This is an optimization exercise on Yosys and OpenROAD, whose aim is a short achievable clock period and few clock cycles, not a production implementation. No activity file was given, so power comes from the tool's default toggle rates.

== rev 12 ==
## zcs8_core
module zcs8_core (
    input  wire        clk,
    input  wire        rst,
    output wire        imem_req,
    output wire [15:0] imem_addr,
    input  wire        imem_ack,
    input  wire [7:0]  imem_rdata,
    input  wire        imem_err,
    output wire        dmem_req,
    output wire        dmem_we,
    output wire [15:0] dmem_addr,
    output wire [7:0]  dmem_wdata,
    input  wire        dmem_ack,
    input  wire [7:0]  dmem_rdata,
    input  wire        dmem_err,
    output wire        halted,
    output wire        faulted,
    output wire [1:0]  fault_code,
    output wire        fault_ram,
    output wire        fault_write,
    output wire [15:0] fault_info,
    output wire [7:0]  reg_a,
    output wire [7:0]  reg_b,
    output wire [7:0]  reg_c,
    output wire [7:0]  reg_d,
    output wire [7:0]  reg_e,
    output wire [7:0]  reg_h,
    output wire [7:0]  reg_l,
    output wire [7:0]  reg_t,
    output wire [15:0] reg_sp,
    output wire [15:0] reg_pc,
    output wire        flag_z,
    output wire        flag_s,
    output wire        flag_p,
    output wire        flag_cy
);
    localparam AW = 7;
    localparam LW = 3;
    localparam N  = 1 << AW;
    localparam NL = 1 << (AW - LW);
    localparam TW = 16 - AW;
    localparam [15:0] PF_LIMIT = 16'd64;
    localparam [2:0] R_A = 3'd0, R_H = 3'd5, R_L = 3'd6;
    reg  [7:0]  rf [0:6];
    reg  [7:0]  t;
    reg  [15:0] sp;
    reg  [15:0] pc;
    reg         fz, fs, fp, fcy;
    reg         running, halt_r, fault_r;
    reg  [1:0]  fcode;
    reg         fram, fwrite;
    reg  [15:0] finfo;
    wire [15:0] hl = {rf[R_H], rf[R_L]};
    reg  [8:0]    cdata [0:N-1];      
    reg  [N-1:0]  cvalid;
    reg  [TW-1:0] ctag [0:NL-1];
    reg         ibusy;
    reg  [15:0] iaddr_q;
    reg  [15:0] ppc;
    reg  [15:0] fpc;
    wire [15:0] fpc1 = fpc + 16'd1;
    wire [AW-1:0]    i0 = fpc[AW-1:0];
    wire [AW-1:0]    i1 = fpc1[AW-1:0];
    wire [8:0]       b0 = cdata[i0];
    wire [8:0]       b1 = cdata[i1];
  ...
Size: ~1700 flip-flops, about 190 I/O pins, about 87000 um2 of cells after synthesis.
export LEC_CHECK = 0
export ABC_CLOCK_PERIOD_IN_PS = 4000
export CAP_MARGIN = 20
export CORE_MARGIN = 2
export CORE_UTILIZATION = 40
export SETUP_SLACK_MARGIN = 5
export SLEW_MARGIN = 20
create_clock -name core_clock -period 10.0 [get_ports {clk}]
run.sh (not shown) runs the stock make flow with config.mk's settings and CLKGATE_MAP_FILE= SYNTH_SCRIPT=/design/flow/synth_recipe.tcl, a recipe that flattens the netlist after the stock synthesis.
Rev 12 finished every stage and its layout cleared the timing, design-rule and antenna checks.
## Diff of input files: rev 13 against rev 12
diff --git a/flow/design.v b/flow/design.v
--- a/flow/design.v
+++ b/flow/design.v
@@ -52,19 +52,19 @@
     reg  [15:0] finfo;
     wire [15:0] hl = {rf[R_H], rf[R_L]};
     reg  [8:0]    cdata [0:N-1];      
     reg  [N-1:0]  cvalid;
     reg  [TW-1:0] ctag [0:NL-1];
     reg         ibusy;
     reg  [15:0] iaddr_q;
     reg  [15:0] ppc;
     reg  [15:0] fpc;
-    wire [15:0] fpc1 = fpc + 16'd1;
+    reg  [15:0] fpc1;                
     wire [AW-1:0]    i0 = fpc[AW-1:0];
     wire [AW-1:0]    i1 = fpc1[AW-1:0];
     wire [8:0]       b0 = cdata[i0];
     wire [8:0]       b1 = cdata[i1];
     wire             v0 = cvalid[i0] && (ctag[i0[AW-1:LW]] == fpc[15:AW]);
     wire             v1 = cvalid[i1] && (ctag[i1[AW-1:LW]] == fpc1[15:AW]);
     wire             f_ldi = (b0[7:3] == 5'd0) && (b0[2:0] != 3'd7);
     wire             f_ok  = v0 && (b0[8] || !f_ldi || v1);
     wire [15:0]      f_miss = v0 ? fpc1 : fpc;
@@ -130,31 +130,34 @@
         endcase
     end
     wire d_ack  = dpend && dmem_ack;
     wire d_kill = d_ack && dmem_err;
     wire e_stall = dpend && (!dmem_ack || (is_mem && !e_ferr) || dep);
     wire e_fire  = running && e_valid && !e_stall && !d_kill;
     wire e_redir = e_fire && !e_ferr && (is_lpc || (is_jmp && (jflag == e_op[3])));
     wire e_take  = !e_valid || e_fire;
     wire [15:0] pf_dist = ppc - fpc;
-    assign imem_req  = !ibusy && (pf_dist < PF_LIMIT);
+    reg         pf_ok;
+    assign imem_req  = !ibusy && pf_ok;
     assign imem_addr = ppc;
     wire i_fill = ibusy && imem_ack;
     wire f_redir = e_take && !f_ok && !e_redir && (f_miss != ppc) &&
                    !(ibusy && (iaddr_q == f_miss));
     integer i;
     always @(posedge clk) begin
         if (rst) begin
             cvalid <= {N{1'b0}};
             ibusy  <= 1'b0;
             iaddr_q <= 16'h0000;
             ppc    <= 16'h0000;
+            pf_ok  <= 1'b1;
         end else begin
+            pf_ok <= (pf_dist < PF_LIMIT);
             if (i_fill) begin
                 ibusy <= 1'b0;
                 cdata[iaddr_q[AW-1:0]] <= {imem_err, imem_rdata};
                 if (ctag[iaddr_q[AW-1:LW]] != iaddr_q[15:AW]) begin
                     ctag[iaddr_q[AW-1:LW]] <= iaddr_q[15:AW];
                     for (i = 0; i < N; i = i + 1)
                         if (i[AW-1:LW] == iaddr_q[AW-1:LW])
                             cvalid[i] <= (i[LW-1:0] == iaddr_q[LW-1:0]);
                 end else begin
@@ -183,18 +186,19 @@
             fcy     <= 1'b0;
             running <= 1'b1;
             halt_r  <= 1'b0;
             fault_r <= 1'b0;
             fcode   <= 2'd0;
             fram    <= 1'b0;
             fwrite  <= 1'b0;
             finfo   <= 16'h0000;
             fpc     <= 16'h0000;
+            fpc1    <= 16'h0001;
             e_valid <= 1'b0;
             e_op    <= 8'h00;
             e_imm   <= 8'h00;
             e_immerr <= 1'b0;
             e_operr <= 1'b0;
             e_pc    <= 16'h0000;
             e_npc   <= 16'h0000;
             dpend   <= 1'b0;
             dload   <= 1'b0;
@@ -205,23 +209,27 @@
         end else begin
             if (e_take) begin
                 e_valid  <= f_ok && !e_redir;
                 e_op     <= b0[7:0];
                 e_imm    <= b1[7:0];
                 e_immerr <= b1[8];
                 e_operr  <= b0[8];
                 e_pc     <= fpc;
                 e_npc    <= (f_ldi && !b0[8]) ? fpc + 16'd2 : fpc1;
-                if (f_ok && !b0[8])
-                    fpc <= (f_ldi) ? fpc + 16'd2 : fpc1;
+                if (f_ok && !b0[8]) begin
+                    fpc  <= f_ldi ? fpc + 16'd2 : fpc1;
+                    fpc1 <= f_ldi ? fpc + 16'd3 : fpc + 16'd2;
+                end
+            end
+            if (e_redir) begin
+                fpc  <= hl;
+                fpc1 <= hl + 16'd1;
             end
-            if (e_redir)
-                fpc <= hl;
             if (d_ack) begin
                 dpend <= 1'b0;
                 if (dmem_err) begin
                     running <= 1'b0;
                     fault_r <= 1'b1;
                     fcode   <= 2'd1;
                     fram    <= 1'b1;
                     fwrite  <= dwe_q;
                     finfo   <= daddr_q;
Results
- Rev 12 ran to completion and came out clean on the timing, design-rule and antenna checks.
- Looking at the reports, rev 13 completed the entire flow and the layout it produced met the timing, design-rule and antenna checks.
- Summary of rev 13 over rev 12: wire length -12000 um; synthesized area per cell +about 11%; final standard cell area without fillers ~0 delta.
- Rev 13 vs rev 12 — detailed route wirelength on metal2 dropped 3.2%.
- [compare] base=rev 12 new=rev 13: met3 demand-to-capacity share in global routing went down by 1.7 points; number of non-clock buffers in the layout moved down; global router's overall resource usage shows a reduction of 0.99 points; CTS sink count climbed 1.2%.
- On final cell utilization of the core, rev 13 and rev 12 are basically level.
- Summary of rev 13 over rev 12: path length in cells of the critical path rose 3, sum of internal, switching and leakage power rose about 4.5%, die boundary width about even.
- Relative to rev 12, the clock network power consumption measured on rev 13 has increased slightly.
- Reported for rev 13 and rev 12, number of hold violations in the final report turned out identical to the last digit.
No run of this note included a check of the RTL's function; only the layout flow was run.

-- afterwards: timing with drivers on the ports --
No port has a modelled driver above. Below, the same layouts with a new extraction and two added sets of constraints. Step 1: set_driving_cell puts a clkbuf_16 on clk and a buf_2 on each other input, an assumption about the parent block. Step 2 times the ports against the registers' clock, not the clock port: input delays grow and output delays shrink by t, the midpoint of the rising clock arrivals with the driver on. Three values: ideal, step 1, step 2; two values: the first two.
run	t, ns	setup WS [ns]	worst setup path after step 2	worst data-port slew with drivers (ns)
rev 12	0.926	4.668 / 4.576 / 4.173	input to register	0.10
rev 13	0.936	4.915 / 4.915 / 4.227	input to register	0.07
After both steps setup and hold are still met in every run listed. The setup slack of rev 13, which loses most, moves by 0.000 ns with the drivers and by -0.688 ns with both steps.
